This is an optimization exercise on Yosys and OpenROAD, whose aim is small area, a short achievable clock period and few clock cycles, not a production implementation. Where RTL was checked, it was by simulation tests only, not by an equivalence proof against the original. Power figures rest on the tool's default switching activity, not on a simulated workload.

== v6 ==
==> flow/design.v <==
module pipe_engine (
    input  wire         clk,
    input  wire         rst,           
    input  wire [1:0]   cfg_policy,    
    input  wire         cfg_exe_fwd,   
    input  wire         cfg_mem_fwd,   
    input  wire         cmd_valid,
    output wire         cmd_ready,
    input  wire [69:0]  cmd,
    input  wire [3:0]   tr_status,     
    input  wire [195:0] tr_rec,        
    output wire         rsp_valid,
    output reg          rsp_ok,
    output reg  [63:0]  rsp_val,
    output reg  [1:0]   rsp_pulls      
);
    localparam R_OP    = 64;    
    localparam R_S1    = 67;    
    localparam R_S1N   = 75;
    localparam R_S2    = 76;    
    localparam R_S2N   = 84;
    localparam R_D     = 85;    
    localparam R_DN    = 93;
    localparam R_CCR   = 94;
    localparam R_CCW   = 95;
    localparam R_MEM   = 96;
    localparam R_BR    = 97;
    reg [1:0]  policy;
    reg        exe_fwd, mem_fwd;
    reg        fe_v   [0:1];
    reg        fe_m   [0:1];
    reg [2:0]  fe_op  [0:1];
    reg [7:0]  fe_d   [0:1];
    reg        fe_q   [0:1];
    reg        fe_ccw [0:1];
    reg        fe_dO  [0:1];
    reg [1:0]  fe_dI  [0:1];
    reg [1:0]  fe_dE  [0:1];
    reg        fe_o1;               
    reg        id_v   [0:1];
    reg        id_st  [0:1];
    reg        id_m   [0:1];
    reg [2:0]  id_op  [0:1];
    reg [7:0]  id_d   [0:1];
    reg        id_q   [0:1];
    reg        id_ccw [0:1];
    reg        ex_v   [0:1];
    reg        ex_m   [0:1];
    reg [2:0]  ex_op  [0:1];
    reg        ma_v   [0:1];
    reg        ma_m   [0:1];
    reg [2:0]  ma_op  [0:1];
    reg [63:0] op_count;
    reg [3:0]  inflight;
    reg        halt, fetch_stall, trace_error, trace_done;
    reg [63:0] stat_cycles, stat_branches, stat_mispred;
    reg [63:0] stat_cat [0:4];
    assign cmd_ready = 1'b1;
    assign rsp_valid = cmd_valid;
    wire [3:0] opc     = cmd[3:0];
    wire       perfect = (policy == 2'd1);
    wire       at      = !perfect;             
    wire       do_step = cmd_valid && opc == 4'h1 && !halt;
    wire       do_upd  = cmd_valid && opc == 4'h3;
    integer    i, j, c;
    reg  [1:0] blk_i, blk_e;       
    reg  [1:0] direct;
    reg  [1:0] stall;
    always @* begin
        for (j = 0; j < 2; j = j + 1) begin
            blk_i[j] = id_v[j] && !id_st[j] && !(exe_fwd && id_op[j] != 3'd1);
            blk_e[j] = ex_v[j] && !mem_fwd;
        end
        direct[0] = (fe_dO[0] && fe_v[1] &&  fe_o1) || |(fe_dI[0] & blk_i) || |(fe_dE[0] & blk_e);
        direct[1] = (fe_dO[1] && fe_v[0] && !fe_o1) || |(fe_dI[1] & blk_i) || |(fe_dE[1] & blk_e);
        stall[0]  = fe_v[0] && (direct[0] || (fe_v[1] &&  fe_o1 && direct[1]));
        stall[1]  = fe_v[1] && (direct[1] || (fe_v[0] && !fe_o1 && direct[0]));
    end
    wire rest_empty = !(ex_v[0] | ex_v[1] | id_v[0] | id_v[1] | fe_v[0] | fe_v[1]);
    wire wb_any     = ma_v[0] | ma_v[1];
    wire halt_wb    = trace_done & wb_any & rest_empty;
    wire fs         = fetch_stall & !((ma_v[0] & ma_m[0]) | (ma_v[1] & ma_m[1]));
    wire [1:0]  st0  = tr_status[1:0];
    wire [1:0]  st1  = tr_status[3:2];
    wire [97:0] rec0 = tr_rec[97:0];
    wire [97:0] rec1 = tr_rec[195:98];
    wire hold0  = stall[0];
    wire act0   = !hold0 && !fs;                  
    wire take0  = act0 && !trace_done;            
    wire good0  = take0 && st0 == 2'd0 && rec0[R_OP +: 3] <= 3'd4;
    wire br0    = good0 && at && rec0[R_OP +: 3] == 3'd3;
    wire mis0   = br0 && !rec0[R_BR];
    wire end0   = act0 && !good0;
    wire err0   = take0 && !good0 && st0 != 2'd1;
    wire [1:0]  sts  = take0 ? st1 : st0;
    wire [97:0] recs = take0 ? rec1 : rec0;
    wire hold1  = stall[1];
    wire act1   = !hold1 && !fs && !mis0;
    wire take1  = act1 && !trace_done && !end0;
    wire good1  = take1 && sts == 2'd0 && recs[R_OP +: 3] <= 3'd4;
    wire br1    = good1 && at && recs[R_OP +: 3] == 3'd3;
    wire mis1   = br1 && !recs[R_BR];
    wire end1   = act1 && !good1;
    wire err1   = take1 && !good1 && sts != 2'd1;
    wire n_halt = halt_wb | (end0 & rest_empty) | (end1 & rest_empty & !good0);
    function automatic dep(input [97:0] r, input pq, input pccw, input [7:0] pd);
        dep = (r[R_CCR] & pccw) |
              (pq & ((r[R_S1N] & (r[R_S1 +: 8] == pd)) | (r[R_S2N] & (r[R_S2 +: 8] == pd))));
    endfunction
    reg [1:0] nI0, nE0, nI1, nE1;
    reg       nO1;
    always @* begin
        for (j = 0; j < 2; j = j + 1) begin
            nI0[j] = dep(rec0, fe_q[j], fe_ccw[j], fe_d[j]);
            nE0[j] = dep(rec0, id_q[j], id_ccw[j], id_d[j]);
            nI1[j] = dep(recs, fe_q[j], fe_ccw[j], fe_d[j]);
            nE1[j] = dep(recs, id_q[j], id_ccw[j], id_d[j]);
        end
        nO1 = take0 ? dep(rec1, rec0[R_DN] & (rec0[R_MEM] | rec0[R_CCW]), rec0[R_CCW], rec0[R_D +: 8])
                    : nI1[0];
    end
    wire [63:0] stat_retired = op_count - inflight;
    always @* begin
        rsp_ok    = 1'b1;
        rsp_val   = 64'd0;
        rsp_pulls = 2'd0;
        case (opc)
            4'h1: begin
                rsp_val[0] = halt | n_halt;
                if (!halt) rsp_pulls = {1'b0, take0} + {1'b0, take1};
            end
            4'h2: begin
                rsp_ok     = !perfect;
                rsp_val[0] = !perfect;
            end
            4'h3: ;
            4'hC: begin
                case (cmd[11:4])
                    8'h00: rsp_val = 64'd2;
                    8'h01: rsp_val = {62'd0, policy};
                    8'h02: rsp_val = {63'd0, exe_fwd};
                    8'h03: rsp_val = {63'd0, mem_fwd};
                    8'h10: rsp_val = stat_cycles;
                    8'h11: rsp_val = stat_retired;
                    8'h12: rsp_val = stat_branches;
                    8'h13: rsp_val = stat_mispred;
                    8'h14: rsp_val = stat_cat[0];
                    8'h15: rsp_val = stat_cat[1];
                    8'h16: rsp_val = stat_cat[2];
                    8'h17: rsp_val = stat_cat[3];
                    8'h18: rsp_val = stat_cat[4];
                    8'h20: rsp_val = {59'd0, trace_done, trace_done, trace_error, fetch_stall, halt};
                    8'h21: rsp_val = op_count;
                    8'h22: rsp_val = trace_done ? op_count : 64'd0;
                    8'h23: ;
                    8'h24: ;
                    default: rsp_ok = 1'b0;
                endcase
            end
            default: rsp_ok = 1'b0;
        endcase
    end
    wire [1:0] ret_cat [0:4];
    genvar g;
    generate
        for (g = 0; g < 5; g = g + 1) begin : g_cat
            assign ret_cat[g] = {1'b0, ma_v[0] && ma_op[0] == g} + {1'b0, ma_v[1] && ma_op[1] == g};
        end
    endgenerate
    wire [1:0] n_good = {1'b0, good0} + {1'b0, good1};
    wire [1:0] n_wb   = {1'b0, ma_v[0]} + {1'b0, ma_v[1]};
    wire [1:0] n_br   = do_step ? {1'b0, br0} + {1'b0, br1} : {1'b0, do_upd};
    wire       n_mis  = do_step ? (mis0 | mis1) : (do_upd && cmd[68] != cmd[69]);
    always @(posedge clk) begin
        if (rst) begin
            policy  <= cfg_policy;
            exe_fwd <= cfg_exe_fwd;
            mem_fwd <= cfg_mem_fwd;
            for (i = 0; i < 2; i = i + 1) begin
                fe_v[i]  <= 1'b0;
                id_v[i]  <= 1'b0;
                id_st[i] <= 1'b0;
                ex_v[i]  <= 1'b0;
                ma_v[i]  <= 1'b0;
            end
            fe_o1         <= 1'b0;
            op_count      <= 64'd0;
            inflight      <= 4'd0;
            halt          <= 1'b0;
            fetch_stall   <= 1'b0;
            trace_error   <= 1'b0;
            trace_done    <= 1'b0;
            stat_cycles   <= 64'd0;
            stat_branches <= 64'd0;
            stat_mispred  <= 64'd0;
            for (c = 0; c < 5; c = c + 1) stat_cat[c] <= 64'd0;
        end else begin
            stat_branches <= stat_branches + n_br;
            stat_mispred  <= stat_mispred + n_mis;
            if (do_step) begin
                stat_cycles <= stat_cycles + 1'b1;
                for (c = 0; c < 5; c = c + 1) stat_cat[c] <= stat_cat[c] + ret_cat[c];
                op_count    <= op_count + n_good;
                inflight    <= inflight + n_good - n_wb;
                halt        <= n_halt;
                fetch_stall <= fs | mis0 | mis1;
                trace_error <= trace_error | err0 | err1;
                trace_done  <= trace_done | end0 | end1;
                for (i = 0; i < 2; i = i + 1) begin
                    ma_v[i]   <= ex_v[i];
                    ma_m[i]   <= ex_m[i];
                    ma_op[i]  <= ex_op[i];
                    ex_v[i]   <= id_v[i] & !id_st[i];
                    ex_m[i]   <= id_m[i];
                    ex_op[i]  <= id_op[i];
                    id_v[i]   <= fe_v[i];
                    id_st[i]  <= stall[i];
                    id_m[i]   <= fe_m[i];
                    id_op[i]  <= fe_op[i];
                    id_d[i]   <= fe_d[i];
                    id_q[i]   <= fe_q[i];
                    id_ccw[i] <= fe_ccw[i];
                end
                fe_o1 <= hold1 & (!hold0 | fe_o1);
                if (hold0) begin
                    fe_dE[0] <= fe_dI[0];
                    fe_dI[0] <= {fe_dO[0], 1'b0};
                end else begin
                    fe_v[0]   <= good0;
                    fe_m[0]   <= mis0;
                    fe_op[0]  <= rec0[R_OP +: 3];
                    fe_d[0]   <= rec0[R_D +: 8];
                    fe_q[0]   <= rec0[R_DN] & (rec0[R_MEM] | rec0[R_CCW]);
                    fe_ccw[0] <= rec0[R_CCW];
                    fe_dO[0]  <= nI0[1];
                    fe_dI[0]  <= nI0;
                    fe_dE[0]  <= nE0;
                end
                if (hold1) begin
                    fe_dE[1] <= fe_dI[1];
                    fe_dI[1] <= {1'b0, fe_dO[1]};
                end else begin
                    fe_v[1]   <= good1;
                    fe_m[1]   <= mis1;
                    fe_op[1]  <= recs[R_OP +: 3];
                    fe_d[1]   <= recs[R_D +: 8];
                    fe_q[1]   <= recs[R_DN] & (recs[R_MEM] | recs[R_CCW]);
                    fe_ccw[1] <= recs[R_CCW];
                    fe_dO[1]  <= nO1;
                    fe_dI[1]  <= nI1;
                    fe_dE[1]  <= nE1;
                end
            end
        end
    end
endmodule
clock: 12.0 ns
lec_check: 0
cap_margin: 20
core_margin: 2
core_utilization: 40
place_density: 0.6
setup_slack_margin: 5
slew_margin: 20
run.sh (not shown) runs the stock make flow with config.mk's settings and CLKGATE_MAP_FILE= SYNTH_SCRIPT=/design/flow/synth_recipe.tcl, a recipe that flattens the netlist after the stock synthesis.
Testbench counts of v6, summed over its fixed seeds: cycles 12,000.
#### Input delta (v7 over v6)
diff --git a/flow/design.v b/flow/design.v
--- a/flow/design.v
+++ b/flow/design.v
@@ -157,12 +157,36 @@
                     default: rsp_ok = 1'b0;
                 endcase
             end
             default: rsp_ok = 1'b0;
         endcase
     end
+    function automatic [63:0] tog(input [63:0] q, input cin);
+        reg [7:0] all1;
+        reg       a, p;
+        integer   m, k;
+        begin
+            for (m = 0; m < 8; m = m + 1) all1[m] = &q[8*m +: 8];
+            a = 1'b1;
+            for (m = 0; m < 8; m = m + 1) begin
+                p = cin & a;
+                for (k = 0; k < 8; k = k + 1) begin
+                    tog[8*m+k] = p;
+                    p = p & q[8*m+k];
+                end
+                a = a & all1[m];
+            end
+        end
+    endfunction
+    function automatic [63:0] tog2(input [63:0] q, input [1:0] n);
+        reg [63:0] t;
+        begin
+            t    = tog({1'b0, q[63:1]}, n[1] | (n[0] & q[0]));
+            tog2 = {t[62:0], n[0]};
+        end
+    endfunction
     wire [1:0] ret_cat [0:4];
     genvar g;
     generate
         for (g = 0; g < 5; g = g + 1) begin : g_cat
             assign ret_cat[g] = {1'b0, ma_v[0] && ma_op[0] == g} + {1'b0, ma_v[1] && ma_op[1] == g};
         end
@@ -192,18 +216,19 @@
             trace_done    <= 1'b0;
             stat_cycles   <= 64'd0;
             stat_branches <= 64'd0;
             stat_mispred  <= 64'd0;
             for (c = 0; c < 5; c = c + 1) stat_cat[c] <= 64'd0;
         end else begin
-            stat_branches <= stat_branches + n_br;
-            stat_mispred  <= stat_mispred + n_mis;
+            stat_branches <= stat_branches ^ tog2(stat_branches, n_br);
+            stat_mispred  <= stat_mispred ^ tog(stat_mispred, n_mis);
+            stat_cycles   <= stat_cycles ^ tog(stat_cycles, do_step);
+            for (c = 0; c < 5; c = c + 1)
+                stat_cat[c] <= stat_cat[c] ^ tog2(stat_cat[c], do_step ? ret_cat[c] : 2'd0);
+            op_count      <= op_count ^ tog2(op_count, do_step ? n_good : 2'd0);
             if (do_step) begin
-                stat_cycles <= stat_cycles + 1'b1;
-                for (c = 0; c < 5; c = c + 1) stat_cat[c] <= stat_cat[c] + ret_cat[c];
-                op_count    <= op_count + n_good;
                 inflight    <= inflight + n_good - n_wb;
                 halt        <= n_halt;
                 fetch_stall <= fs | mis0 | mis1;
                 trace_error <= trace_error | err0 | err1;
                 trace_done  <= trace_done | end0 | end1;
                 for (i = 0; i < 2; i = i + 1) begin
==> comparison <==
- Sort v7 and v6 by area enclosed by the die boundary, descending, and v6 comes first.
- Run comparison: v7 topmost layer with routed signal wires met4; v6 topmost layer with routed signal wires met5
- | routed wirelength normalized by instance count | v7 vs v6 | 9.9% higher |
- The length of routed met2 wiring in v7 sits 3.5% below the value recorded for v6.
- Going from v6 to v7, met2 track utilization from global routing down 0.63 points, area after synthesis went down by 3.0%, total chip power went up by about 2.1%, fraction of synthesized area in multiplexers stayed essentially flat.
- Delta (v7 minus v6): area growth from synthesis to layout shows an increase of 7.3 points; utilization higher; die extent in x decreased 4.6 um; cell area reported after detailed placement fell by 2.6%.
Only the layout flow was run in v7; the RTL was not checked for function there.

-- re-timing with driven ports --
No port has a modelled driver above. Below, the same layouts with a new extraction and two added sets of constraints. Step 1 (the two cells are an assumption about what drives the block):
set clk [get_ports {clk}]
set_driving_cell -lib_cell sky130_fd_sc_hd__clkbuf_16 $clk
set_driving_cell -lib_cell sky130_fd_sc_hd__buf_2 [delete_from_list [all_inputs] $clk]
Step 2 times the ports against the registers' clock, not the clock port: input delays grow and output delays shrink by t, the midpoint of the rising clock arrivals with the driver on. Three values: ideal ports, drivers, drivers and shift; two values: the first two.
run	shift t [ns]	setup WS [ns]	clock arrival spread, ns	pins driven straight from the clock port
v6	0.704	4.968 / 4.870 / 4.571	0.037 / 0.036	1
v7	0.707	4.779 / 4.785 / 4.104	0.042 / 0.043	1
After both steps every run listed still meets setup and hold. For v7, which loses most, drivers alone change the setup slack by +0.006 ns; drivers and shift together by -0.675 ns.
